Source: an optimization exercise on an open RTL-to-GDS flow (aim: small area, a short achievable clock period and few clock cycles). Production flows keep margins and buffers that such runs may drop. Function was checked by simulation only, so behaviour that the tests miss may differ from the original. Power is estimated from default activity; no workload was simulated.

==> design/flow/constraint.sdc <==
create_clock -name core_clock -period 9.0 [get_ports {clk}]
set_input_delay 1.8000 -clock core_clock [delete_from_list [all_inputs] [get_ports {clk}]]
set_output_delay 1.8000 -clock core_clock [all_outputs]
set_load 0.01 [all_outputs]
==> design/flow/run.sh <==
#!/bin/bash
# synth_recipe.tcl (not shown) runs the flow's synth.tcl, then flattens the netlist and writes it again
# the make line also repeats each setting of config.mk as NAME=value (left out here)
make -C /OpenROAD-flow-scripts/flow DESIGN_CONFIG=/design/flow/config.mk WORK_HOME=/design/flow/orfs CLKGATE_MAP_FILE= SYNTH_SCRIPT=/design/flow/synth_recipe.tcl finish
==> design/flow/design.v <==
module pecf_table (
    input  wire [7:0]  idx,
    output reg  [15:0] entry
);
    always @(*) begin
        case (idx)
            8'h00: entry = 16'h0000;
            8'h01: entry = 16'hC599;
            8'h02: entry = 16'hCEAB;
            8'h03: entry = 16'h0B32;
            8'h04: entry = 16'hD8CF;
            8'h05: entry = 16'h1D56;
            8'h06: entry = 16'h1664;
            8'h07: entry = 16'hD3FD;
            8'h08: entry = 16'hF407;
            8'h09: entry = 16'h319E;
            8'h0A: entry = 16'h3AAC;
            8'h0B: entry = 16'hFF35;
            8'h0C: entry = 16'h2CC8;
            8'h0D: entry = 16'hE951;
            8'h0E: entry = 16'hE263;
            8'h0F: entry = 16'h27FA;
            8'h10: entry = 16'hAD97;
            8'h11: entry = 16'h680E;
            8'h12: entry = 16'h633C;
            8'h13: entry = 16'hA6A5;
            8'h14: entry = 16'h7558;
            8'h15: entry = 16'hB0C1;
            8'h16: entry = 16'hBBF3;
            8'h17: entry = 16'h7E6A;
            8'h18: entry = 16'h5990;
            8'h19: entry = 16'h9C09;
            8'h1A: entry = 16'h973B;
            8'h1B: entry = 16'h52A2;
            8'h1C: entry = 16'h815F;
            8'h1D: entry = 16'h44C6;
            8'h1E: entry = 16'h4FF4;
            8'h1F: entry = 16'h8A6D;
            8'h20: entry = 16'h5B2E;
            8'h21: entry = 16'h9EB7;
            8'h22: entry = 16'h9585;
            8'h23: entry = 16'h501C;
            8'h24: entry = 16'h83E1;
            8'h25: entry = 16'h4678;
            8'h26: entry = 16'h4D4A;
            8'h27: entry = 16'h88D3;
            8'h28: entry = 16'hAF29;
            8'h29: entry = 16'h6AB0;
            8'h2A: entry = 16'h6182;
            8'h2B: entry = 16'hA41B;
            8'h2C: entry = 16'h77E6;
            8'h2D: entry = 16'hB27F;
            8'h2E: entry = 16'hB94D;
            8'h2F: entry = 16'h7CD4;
            8'h30: entry = 16'hF6B9;
            8'h31: entry = 16'h3320;
            8'h32: entry = 16'h3812;
            8'h33: entry = 16'hFD8B;
            8'h34: entry = 16'h2E76;
            8'h35: entry = 16'hEBEF;
            8'h36: entry = 16'hE0DD;
            8'h37: entry = 16'h2544;
            8'h38: entry = 16'h02BE;
            8'h39: entry = 16'hC727;
            8'h3A: entry = 16'hCC15;
            8'h3B: entry = 16'h098C;
            8'h3C: entry = 16'hDA71;
            8'h3D: entry = 16'h1FE8;
            8'h3E: entry = 16'h14DA;
            8'h3F: entry = 16'hD143;
            8'h40: entry = 16'hF3C5;
            8'h41: entry = 16'h365C;
            8'h42: entry = 16'h3D6E;
            8'h43: entry = 16'hF8F7;
            8'h44: entry = 16'h2B0A;
            8'h45: entry = 16'hEE93;
            8'h46: entry = 16'hE5A1;
            8'h47: entry = 16'h2038;
            8'h48: entry = 16'h07C2;
            8'h49: entry = 16'hC25B;
            8'h4A: entry = 16'hC969;
            8'h4B: entry = 16'h0CF0;
            8'h4C: entry = 16'hDF0D;
            8'h4D: entry = 16'h1A94;
            8'h4E: entry = 16'h11A6;
            8'h4F: entry = 16'hD43F;
            8'h50: entry = 16'h5E52;
            8'h51: entry = 16'h9BCB;
            8'h52: entry = 16'h90F9;
            8'h53: entry = 16'h5560;
            8'h54: entry = 16'h869D;
            8'h55: entry = 16'h4304;
            8'h56: entry = 16'h4836;
            8'h57: entry = 16'h8DAF;
            8'h58: entry = 16'hAA55;
            8'h59: entry = 16'h6FCC;
            8'h5A: entry = 16'h64FE;
            8'h5B: entry = 16'hA167;
            8'h5C: entry = 16'h729A;
            8'h5D: entry = 16'hB703;
            8'h5E: entry = 16'hBC31;
            8'h5F: entry = 16'h79A8;
            8'h60: entry = 16'hA8EB;
            8'h61: entry = 16'h6D72;
            8'h62: entry = 16'h6640;
            8'h63: entry = 16'hA3D9;
            8'h64: entry = 16'h7024;
            8'h65: entry = 16'hB5BD;
            8'h66: entry = 16'hBE8F;
            8'h67: entry = 16'h7B16;
            8'h68: entry = 16'h5CEC;
            8'h69: entry = 16'h9975;
            8'h6A: entry = 16'h9247;
            8'h6B: entry = 16'h57DE;
            8'h6C: entry = 16'h8423;
            8'h6D: entry = 16'h41BA;
            8'h6E: entry = 16'h4A88;
            8'h6F: entry = 16'h8F11;
            8'h70: entry = 16'h057C;
            8'h71: entry = 16'hC0E5;
            8'h72: entry = 16'hCBD7;
            8'h73: entry = 16'h0E4E;
            8'h74: entry = 16'hDDB3;
            8'h75: entry = 16'h182A;
            8'h76: entry = 16'h1318;
            8'h77: entry = 16'hD681;
            8'h78: entry = 16'hF17B;
            8'h79: entry = 16'h34E2;
            8'h7A: entry = 16'h3FD0;
            8'h7B: entry = 16'hFA49;
            8'h7C: entry = 16'h29B4;
            8'h7D: entry = 16'hEC2D;
            8'h7E: entry = 16'hE71F;
            8'h7F: entry = 16'h2286;
            8'h80: entry = 16'hA213;
            8'h81: entry = 16'h678A;
            8'h82: entry = 16'h6CB8;
            8'h83: entry = 16'hA921;
            8'h84: entry = 16'h7ADC;
            8'h85: entry = 16'hBF45;
            8'h86: entry = 16'hB477;
            8'h87: entry = 16'h71EE;
            8'h88: entry = 16'h5614;
            8'h89: entry = 16'h938D;
            8'h8A: entry = 16'h98BF;
            8'h8B: entry = 16'h5D26;
            8'h8C: entry = 16'h8EDB;
            8'h8D: entry = 16'h4B42;
            8'h8E: entry = 16'h4070;
            8'h8F: entry = 16'h85E9;
            8'h90: entry = 16'h0F84;
            8'h91: entry = 16'hCA1D;
            8'h92: entry = 16'hC12F;
            8'h93: entry = 16'h04B6;
            8'h94: entry = 16'hD74B;
            8'h95: entry = 16'h12D2;
            8'h96: entry = 16'h19E0;
            8'h97: entry = 16'hDC79;
            8'h98: entry = 16'hFB83;
            8'h99: entry = 16'h3E1A;
            8'h9A: entry = 16'h3528;
            8'h9B: entry = 16'hF0B1;
            8'h9C: entry = 16'h234C;
            8'h9D: entry = 16'hE6D5;
            8'h9E: entry = 16'hEDE7;
            8'h9F: entry = 16'h287E;
            8'hA0: entry = 16'hF93D;
            8'hA1: entry = 16'h3CA4;
            8'hA2: entry = 16'h3796;
            8'hA3: entry = 16'hF20F;
            8'hA4: entry = 16'h21F2;
            8'hA5: entry = 16'hE46B;
            8'hA6: entry = 16'hEF59;
            8'hA7: entry = 16'h2AC0;
            8'hA8: entry = 16'h0D3A;
            8'hA9: entry = 16'hC8A3;
            8'hAA: entry = 16'hC391;
            8'hAB: entry = 16'h0608;
            8'hAC: entry = 16'hD5F5;
            8'hAD: entry = 16'h106C;
            8'hAE: entry = 16'h1B5E;
            8'hAF: entry = 16'hDEC7;
            8'hB0: entry = 16'h54AA;
            8'hB1: entry = 16'h9133;
            8'hB2: entry = 16'h9A01;
            8'hB3: entry = 16'h5F98;
            8'hB4: entry = 16'h8C65;
            8'hB5: entry = 16'h49FC;
            8'hB6: entry = 16'h42CE;
            8'hB7: entry = 16'h8757;
            8'hB8: entry = 16'hA0AD;
            8'hB9: entry = 16'h6534;
            8'hBA: entry = 16'h6E06;
            8'hBB: entry = 16'hAB9F;
            8'hBC: entry = 16'h7862;
            8'hBD: entry = 16'hBDFB;
            8'hBE: entry = 16'hB6C9;
            8'hBF: entry = 16'h7350;
            8'hC0: entry = 16'h51D6;
            8'hC1: entry = 16'h944F;
            8'hC2: entry = 16'h9F7D;
            8'hC3: entry = 16'h5AE4;
            8'hC4: entry = 16'h8919;
            8'hC5: entry = 16'h4C80;
            8'hC6: entry = 16'h47B2;
            8'hC7: entry = 16'h822B;
            8'hC8: entry = 16'hA5D1;
            8'hC9: entry = 16'h6048;
            8'hCA: entry = 16'h6B7A;
            8'hCB: entry = 16'hAEE3;
            8'hCC: entry = 16'h7D1E;
            8'hCD: entry = 16'hB887;
            8'hCE: entry = 16'hB3B5;
            8'hCF: entry = 16'h762C;
            8'hD0: entry = 16'hFC41;
            8'hD1: entry = 16'h39D8;
            8'hD2: entry = 16'h32EA;
            8'hD3: entry = 16'hF773;
            8'hD4: entry = 16'h248E;
            8'hD5: entry = 16'hE117;
            8'hD6: entry = 16'hEA25;
            8'hD7: entry = 16'h2FBC;
            8'hD8: entry = 16'h0846;
            8'hD9: entry = 16'hCDDF;
            8'hDA: entry = 16'hC6ED;
            8'hDB: entry = 16'h0374;
            8'hDC: entry = 16'hD089;
            8'hDD: entry = 16'h1510;
            8'hDE: entry = 16'h1E22;
            8'hDF: entry = 16'hDBBB;
            8'hE0: entry = 16'h0AF8;
            8'hE1: entry = 16'hCF61;
            8'hE2: entry = 16'hC453;
            8'hE3: entry = 16'h01CA;
            8'hE4: entry = 16'hD237;
            8'hE5: entry = 16'h17AE;
            8'hE6: entry = 16'h1C9C;
            8'hE7: entry = 16'hD905;
            8'hE8: entry = 16'hFEFF;
            8'hE9: entry = 16'h3B66;
            8'hEA: entry = 16'h3054;
            8'hEB: entry = 16'hF5CD;
            8'hEC: entry = 16'h2630;
            8'hED: entry = 16'hE3A9;
            8'hEE: entry = 16'hE89B;
            8'hEF: entry = 16'h2D02;
            8'hF0: entry = 16'hA76F;
            8'hF1: entry = 16'h62F6;
            8'hF2: entry = 16'h69C4;
            8'hF3: entry = 16'hAC5D;
            8'hF4: entry = 16'h7FA0;
            8'hF5: entry = 16'hBA39;
            8'hF6: entry = 16'hB10B;
            8'hF7: entry = 16'h7492;
            8'hF8: entry = 16'h5368;
            8'hF9: entry = 16'h96F1;
            8'hFA: entry = 16'h9DC3;
            8'hFB: entry = 16'h585A;
            8'hFC: entry = 16'h8BA7;
            8'hFD: entry = 16'h4E3E;
            8'hFE: entry = 16'h450C;
            8'hFF: entry = 16'h8095;
            default: entry = 16'h0000;
        endcase
    end
endmodule
module pecf_step (
    input  wire [15:0] rem_in,
    input  wire [7:0]  data,
    output wire [15:0] rem_out
);
    wire [7:0]  idx = rem_in[14:7] ^ data;
    wire [15:0] entry;
    pecf_table u_table (
        .idx   (idx),
        .entry (entry)
    );
    assign rem_out = {rem_in[7:0], 8'h00} ^ entry;
endmodule
module pecf_tx (
    input  wire       clk,
    input  wire       rst,
    input  wire       tx_valid,
    input  wire [7:0] tx_data,
    input  wire       tx_last,
    output wire       tx_ready,
    output wire       out_valid,
    output wire [7:0] out_data,
    input  wire       out_ready
);
    localparam [15:0] SEED = 16'h0010;
    localparam [1:0] S_PAY = 2'd0,
                     S_HI  = 2'd1,
                     S_LO  = 2'd2;
    reg  [1:0]  state;
    reg  [15:0] rem;
    reg         obuf_valid;
    reg  [7:0]  obuf_data;
    wire [15:0] rem_next;
    wire [15:0] pec = {rem[14:0], 1'b0};
    pecf_step u_step (
        .rem_in  (rem),
        .data    (tx_data),
        .rem_out (rem_next)
    );
    wire can_load = !obuf_valid || out_ready;
    assign tx_ready  = (state == S_PAY) && can_load;
    assign out_valid = obuf_valid;
    assign out_data  = obuf_data;
    always @(posedge clk) begin
        if (rst) begin
            state      <= S_PAY;
            rem        <= SEED;
            obuf_valid <= 1'b0;
            obuf_data  <= 8'h00;
        end else begin
            if (obuf_valid && out_ready)
                obuf_valid <= 1'b0;
            case (state)
                S_PAY: begin
                    if (tx_valid && can_load) begin
                        obuf_valid <= 1'b1;
                        obuf_data  <= tx_data;
                        rem        <= rem_next;
                        if (tx_last)
                            state <= S_HI;
                    end
                end
                S_HI: begin
                    if (can_load) begin
                        obuf_valid <= 1'b1;
                        obuf_data  <= pec[15:8];
                        state      <= S_LO;
                    end
                end
                S_LO: begin
                    if (can_load) begin
                        obuf_valid <= 1'b1;
                        obuf_data  <= pec[7:0];
                        rem        <= SEED;
                        state      <= S_PAY;
                    end
                end
                default: state <= S_PAY;
            endcase
        end
    end
endmodule
module pecf_rx (
    input  wire        clk,
    input  wire        rst,
    input  wire        rx_start,
    input  wire        rx_valid,
    input  wire [7:0]  rx_data,
    output reg         blk_valid,
    output reg  [3:0]  blk_dev,
    output reg  [15:0] blk_code0,
    output reg  [15:0] blk_code1,
    output reg  [15:0] blk_code2,
    output reg         blk_pec_ok,
    output reg         pec_err
);
    localparam [15:0] SEED = 16'h0010;
    reg  [2:0]  pos;         
    reg  [3:0]  dev;         
    reg  [15:0] rem;
    reg  [47:0] payload;     
    reg  [7:0]  pec_hi;
    wire [15:0] rem_next;
    wire [15:0] calc_pec = {rem[14:0], 1'b0};
    wire        match    = (calc_pec == {pec_hi, rx_data});
    pecf_step u_step (
        .rem_in  (rem),
        .data    (rx_data),
        .rem_out (rem_next)
    );
    always @(posedge clk) begin
        if (rst) begin
            pos        <= 3'd0;
            dev        <= 4'd0;
            rem        <= SEED;
            payload    <= 48'd0;
            pec_hi     <= 8'h00;
            blk_valid  <= 1'b0;
            blk_dev    <= 4'd0;
            blk_code0  <= 16'h0000;
            blk_code1  <= 16'h0000;
            blk_code2  <= 16'h0000;
            blk_pec_ok <= 1'b0;
            pec_err    <= 1'b0;
        end else begin
            blk_valid <= 1'b0;
            if (rx_start) begin
                pos     <= 3'd0;
                dev     <= 4'd0;
                rem     <= SEED;
                pec_err <= 1'b0;
            end else if (rx_valid) begin
                pos <= pos + 3'd1;
                if (pos < 3'd6) begin
                    rem                 <= rem_next;
                    payload[pos*8 +: 8] <= rx_data;
                end else if (pos == 3'd6) begin
                    pec_hi <= rx_data;
                end else begin
                    blk_valid  <= 1'b1;
                    blk_dev    <= dev;
                    blk_code0  <= payload[15:0];
                    blk_code1  <= payload[31:16];
                    blk_code2  <= payload[47:32];
                    blk_pec_ok <= match;
                    if (!match)
                        pec_err <= 1'b1;
                    dev <= dev + 4'd1;
                    rem <= SEED;
                end
            end
        end
    end
endmodule
module pecf_scale (
    input  wire [15:0] code,
    input  wire [22:0] noise_floor_uv,
    output wire [22:0] uv
);
    wire [22:0] scaled = code * 23'd100;
    assign uv = (scaled < noise_floor_uv) ? 23'd0 : scaled;
endmodule
module pecf_link (
    input  wire        clk,
    input  wire        rst,
    input  wire        tx_valid,
    input  wire [7:0]  tx_data,
    input  wire        tx_last,
    output wire        tx_ready,
    output wire        out_valid,
    output wire [7:0]  out_data,
    input  wire        out_ready,
    input  wire        rx_start,
    input  wire        rx_valid,
    input  wire [7:0]  rx_data,
    input  wire [22:0] noise_floor_uv,
    output wire        blk_valid,
    output wire [3:0]  blk_dev,
    output wire [15:0] blk_code0,
    output wire [15:0] blk_code1,
    output wire [15:0] blk_code2,
    output wire        blk_pec_ok,
    output wire        pec_err,
    output wire [22:0] blk_uv0,
    output wire [22:0] blk_uv1,
    output wire [22:0] blk_uv2
);
    pecf_tx u_tx (
        .clk       (clk),
        .rst       (rst),
        .tx_valid  (tx_valid),
        .tx_data   (tx_data),
        .tx_last   (tx_last),
        .tx_ready  (tx_ready),
        .out_valid (out_valid),
        .out_data  (out_data),
        .out_ready (out_ready)
    );
    pecf_rx u_rx (
        .clk        (clk),
        .rst        (rst),
        .rx_start   (rx_start),
        .rx_valid   (rx_valid),
        .rx_data    (rx_data),
        .blk_valid  (blk_valid),
        .blk_dev    (blk_dev),
        .blk_code0  (blk_code0),
        .blk_code1  (blk_code1),
        .blk_code2  (blk_code2),
        .blk_pec_ok (blk_pec_ok),
        .pec_err    (pec_err)
    );
    pecf_scale u_scale0 (
        .code           (blk_code0),
        .noise_floor_uv (noise_floor_uv),
        .uv             (blk_uv0)
    );
    pecf_scale u_scale1 (
        .code           (blk_code1),
        .noise_floor_uv (noise_floor_uv),
        .uv             (blk_uv1)
    );
    pecf_scale u_scale2 (
        .code           (blk_code2),
        .noise_floor_uv (noise_floor_uv),
        .uv             (blk_uv2)
    );
endmodule
==> design/flow/config.mk <==
export PLATFORM = sky130hd
export DESIGN_NAME = pecf_link
export DESIGN_NICKNAME = pecf_link
export VERILOG_FILES = /design/flow/design.v
export SDC_FILE = /design/flow/constraint.sdc
export NUM_CORES = 4
export LEC_CHECK = 0
export CAP_MARGIN = 20
export CORE_MARGIN = 2
export CORE_UTILIZATION = 40
export SLEW_MARGIN = 20
==> notes.md <==
[Yosys cell counts (all sizes together) (5+ instances only)]
cell | n | share of area (%)
a211oi | 8 | 0.44
nor3b | 5 | 0.28
nand3 | 21 | 0.78
a22oi | 36 | 2.0
nor4 | 8 | 0.37
nand2b | 9 | 0.42
clkbuf | 41 | 1.1
inv | 187 | 5.2
o211ai | 10 | 0.59
a22o | 12 | 0.78
fa | 33 | 4.9
nand2 | 157 | 4.3
and2 | 23 | 1.1
a211o | 6 | 0.39
o21ai | 37 | 1.4
nor2 | 130 | 3.6
a32oi | 24 | 1.6
nor3 | 19 | 0.74
xnor2 | 88 | 5.7
ha | 233 | 22
nand4 | 12 | 0.55
and3 | 9 | 0.42
nor2b | 37 | 1.7
o21a | 22 | 1.2
buf | 27 | 1.2
dfxtp | 159 | 23
o21bai | 8 | 0.44
a21o | 25 | 1.4
mux2i | 20 | 1.5
xor2 | 45 | 2.9
a21oi | 123 | 4.6
[power by group]
group	switching (W)	internal, W
registers	0.0000388	0.000744
logic	0.000288	0.000275
clock network	0.000292	0.000416
total	0.000619	0.00144
[routing by layer]
metal | wire length, µm | global-route usage [%] | part of all wire (%)
met1 | 17100 | 27.5 | 46
met2 | 17600 | 35.7 | 48
met3 | 1780 | 3.20 | 4.8
met4 | 531 | 5.03 | 1.4
met5 | 0 | 0 | 0
[per-stage QoR]
stage	power [W]	instances	worst slack, ps	cell area, µm²
after floorplan	0.00125	1631	2390	13600
after global placement	0.00135	2191	1610	15600
after detailed placement	0.00136	2192	1360	15700
after CTS	0.00207	2224	908	16200
after global routing	0.00216	2224	502	16200
final	0.00205	2224	856	16200
[worst paths after layout]
check | startpoint | to | slack [ps] | depth (start not counted)
min reg2reg | u_rx.payload[36]$_SDFFE_PP0P_ | u_rx.blk_code2[4]$_SDFFE_PP0P_ | 450 | 2
max | u_rx.blk_code1[7]$_SDFFE_PP0P_ | blk_uv1[14] | 860 | 20
min | u_rx.payload[36]$_SDFFE_PP0P_ | u_rx.blk_code2[4]$_SDFFE_PP0P_ | 450 | 2
max reg2reg | u_rx.pos[1]$_SDFFE_PP0P_ | u_rx.payload[32]$_SDFFE_PP0P_ | 6200 | 8
[logic make-up after synthesis]
group | after synthesis | share of synthesized area (%)
and+or+nand+nor | 446 | 15.5
AOI/OAI and AO/OA | 345 | 16.9
adders and majority gates | 266 | 26.4
buffers and inverters | 255 | 7.47
DFF | 159 | 23.5
xor gates and xnor gates | 133 | 8.65
muxes | 21 | 1.56
other | 1 | 0.0277
[sequential cells by signal (all words and copies together) (netlist names), 2 cells and up]
register        cells
u_rx.pos            3
u_rx.blk_code2     16
u_rx.blk_code1     16
u_rx.pec_hi         8
u_rx.rem           15
u_tx.obuf_data      8
u_rx.dev            4
u_tx.rem           15
u_rx.blk_code0     16
u_rx.payload       48
u_tx.state          2
u_rx.blk_dev        4
[layout make-up]
cell class / count / share of cell area (%)
Timing Repair Buffer: 181 / 11.1
Clock buffer: 19 / 2.73
Inverter: 187 / 4.32
Multi-Input combinational cell: 1217 / 57.9
Sequential cell: 159 / 19.6
Tap cell: 448 / 3.45
Clock inverter: 13 / 0.855
[cells in the final DEF, fill, tap and decap left out, types with 18 or more instances in the layout]
master	instances
nand2_1	157
a21oi_1	122
xnor2_1	87
mux2i_1	20
a22oi_1	36
fa_1	33
xor2_1	45
nor3_1	18
o21ai_0	37
and2_1	23
nor2b_1	37
inv_1	187
clkdlybuf4s50_1	172
a32oi_1	24
nor2_1	129
nand3_1	21
a21o_1	25
o21a_1	22
dfxtp_1	159
ha_1	233
[tightest hold or removal path: stages (launching register included)]
cell and delay [ps]:
dfxtp_1 310, nand2_1 50, a21oi_1 50
==> metrics.md <==
| Metric | Value |
|---|---|
| Maximum VDD drop | 0.129 mV |
| Tcrit/Tclk final | 90.5% |
| Total Routed Length | 37000 µm |
| RSZ-0062 raised after global routing | no |
| Setup CP Type | register to output port |
| Hold Buf Count CTS | 0 |
| Avg Inst Size Synth | 8.34 µm² |
| Clk Latency, worst-skew pair | 420 ps |
| CP required | 7200 ps |
| WL per Instance | 16.7 µm |
| Multi-input gate area | 0.00941 mm² |
| Core area | 0.0334 mm² |
| Final Hold Slack | 453 ps |
| CTS tree | built |
| Worst-path clk slew | 60 ps |
| Flops & latches, synth | 159 |
| HP Class | register to register |
| Final HPWL DP | 29600 µm |
| Count of nets after finishing | 2075 |
| Clk_skew | 11.0 ps |
| Max Fclk | 0.123 GHz |
| Die Span Y | 188 µm |
| Rows | 67 |
| Initial antenna violation count | 0 |
| CTS Buf Count | 17 |
| Critical path's most frequent cell | ha_1 |
| Worst-path cell chain | ha_1, ha_1, inv_1, fa_1, inv_1, ha_1, and3_1, a31o_2, a211o_1, a221oi_1, xnor2_1, ha_1, nand3_1, or3_1, nor3_1, o311a_1, nor4_2, buf_4, nor3_1, clkdlybuf4s50_1 |
| Grt ovf | 0 |
| CP Launch Type | register |
| Antenna Nets Post-Route | 0 |
| Reg area | 0.00318 mm² |
| Drc violations | 0 |
| Root buffer selected by CTS | clkbuf_16 |
| Ys flop type | dfxtp_1 |
| Max FO, Critical Path | 20 |
| Total negative slack | 0 ps |
| Hold Fails Final Rpt | 0 |
| H-tree Lvls | 4 |
| CP bufs+invs | 4 |
| Antenna Cells | 0 |
| Status | complete, no violations |
| Synth Warn # | 3 |
| DRT Pass-1 Iters | 5 |
| Number of global-route vias before repair | 11361 |
| Synthesis-to-finish area growth | 19.8% |
| Mean number of vias per cell | 5.20 |
| Initial cell density of the core | 40.5% |
| Clk buf depth | 2 |
| Die width | 188 µm |
| DRT iter0 DRCs | 500 |
| CP top delay family | adder cells |
| Fin crit period | 8140 ps |
| Setup Viol. Count Final | 0 |
| Asr flop ratio synth | 0% |
| Die area | 0.0354 mm² |
| CP max stage cell | clkdlybuf4s50_1 |
| Tightest Pin Transition | 1040 ps |
| Sequential fraction of the synthesis area | 23.5% |
| First-pass GRT wire length | 59600 µm |
| Post-CTS Setup Bufs | 0 |
| Mapped Area | 0.0136 mm² |
| Fillers | 3249 |
| Number of synthesized flops with an enable pin | 0 |
| Worst Path Arrival | 6340 ps |
| Routed vias | 11571 |
| Post-layout util | 48.6% |
| Post-Syn Instances | 1626 |
| CP max stage delay | 570 ps |
| PortBufs | 173 |
| Number of I/O pins | 180 |
| Slew margin rel. | 30.4% |
| CP Capture Type | output port |
| Distinct cells, synth | 68 |
| Final Max Slew Viols | 0 |
| GPL Wtd Cong | 0.916 |
| CTS resizes | 0 |
| Total track usage | 20.9% |
| Pin count of the biggest net entering global routing | 90 |
| Clk sink count | 159 |
| Pleak | 7.66 nW |
| Max cap viols | 0 |
| Fraction of layout cells with a size suffix above 1 | 3.27% |
| Power per cell area | 127 mW/mm² |
Testbench counts, summed over its fixed seeds: cycles 35,024.

re-timing with driven ports:
In the flow no input, the clock included, has a driving cell. The finished layout below was timed again as built, in two steps. Step 1 sets driving cells, clkbuf_16 on the clock port and buf_2 on the other inputs (assumed; they add their load-dependent delay and slew). Step 2 moves the port delays by t, midway between the first and last clock arrival at a register: inputs arrive t later, outputs are due t later. That takes back most of the time a late clock gives input paths. Slacks: no drivers / after step 1 / after step 2; pairs: no drivers / after step 1.
t, ns: 0.461
slack for setup (ns): 0.856 / 0.813 / 1.274
worst hold slack (ns): 0.453 / 0.453 / 0.453
worst register clock-pin slew, ns: 0.07 / 0.07
After both steps this run still meets setup and hold. The setup slack of this run moves by -0.043 ns with the drivers and by +0.418 ns with both steps.
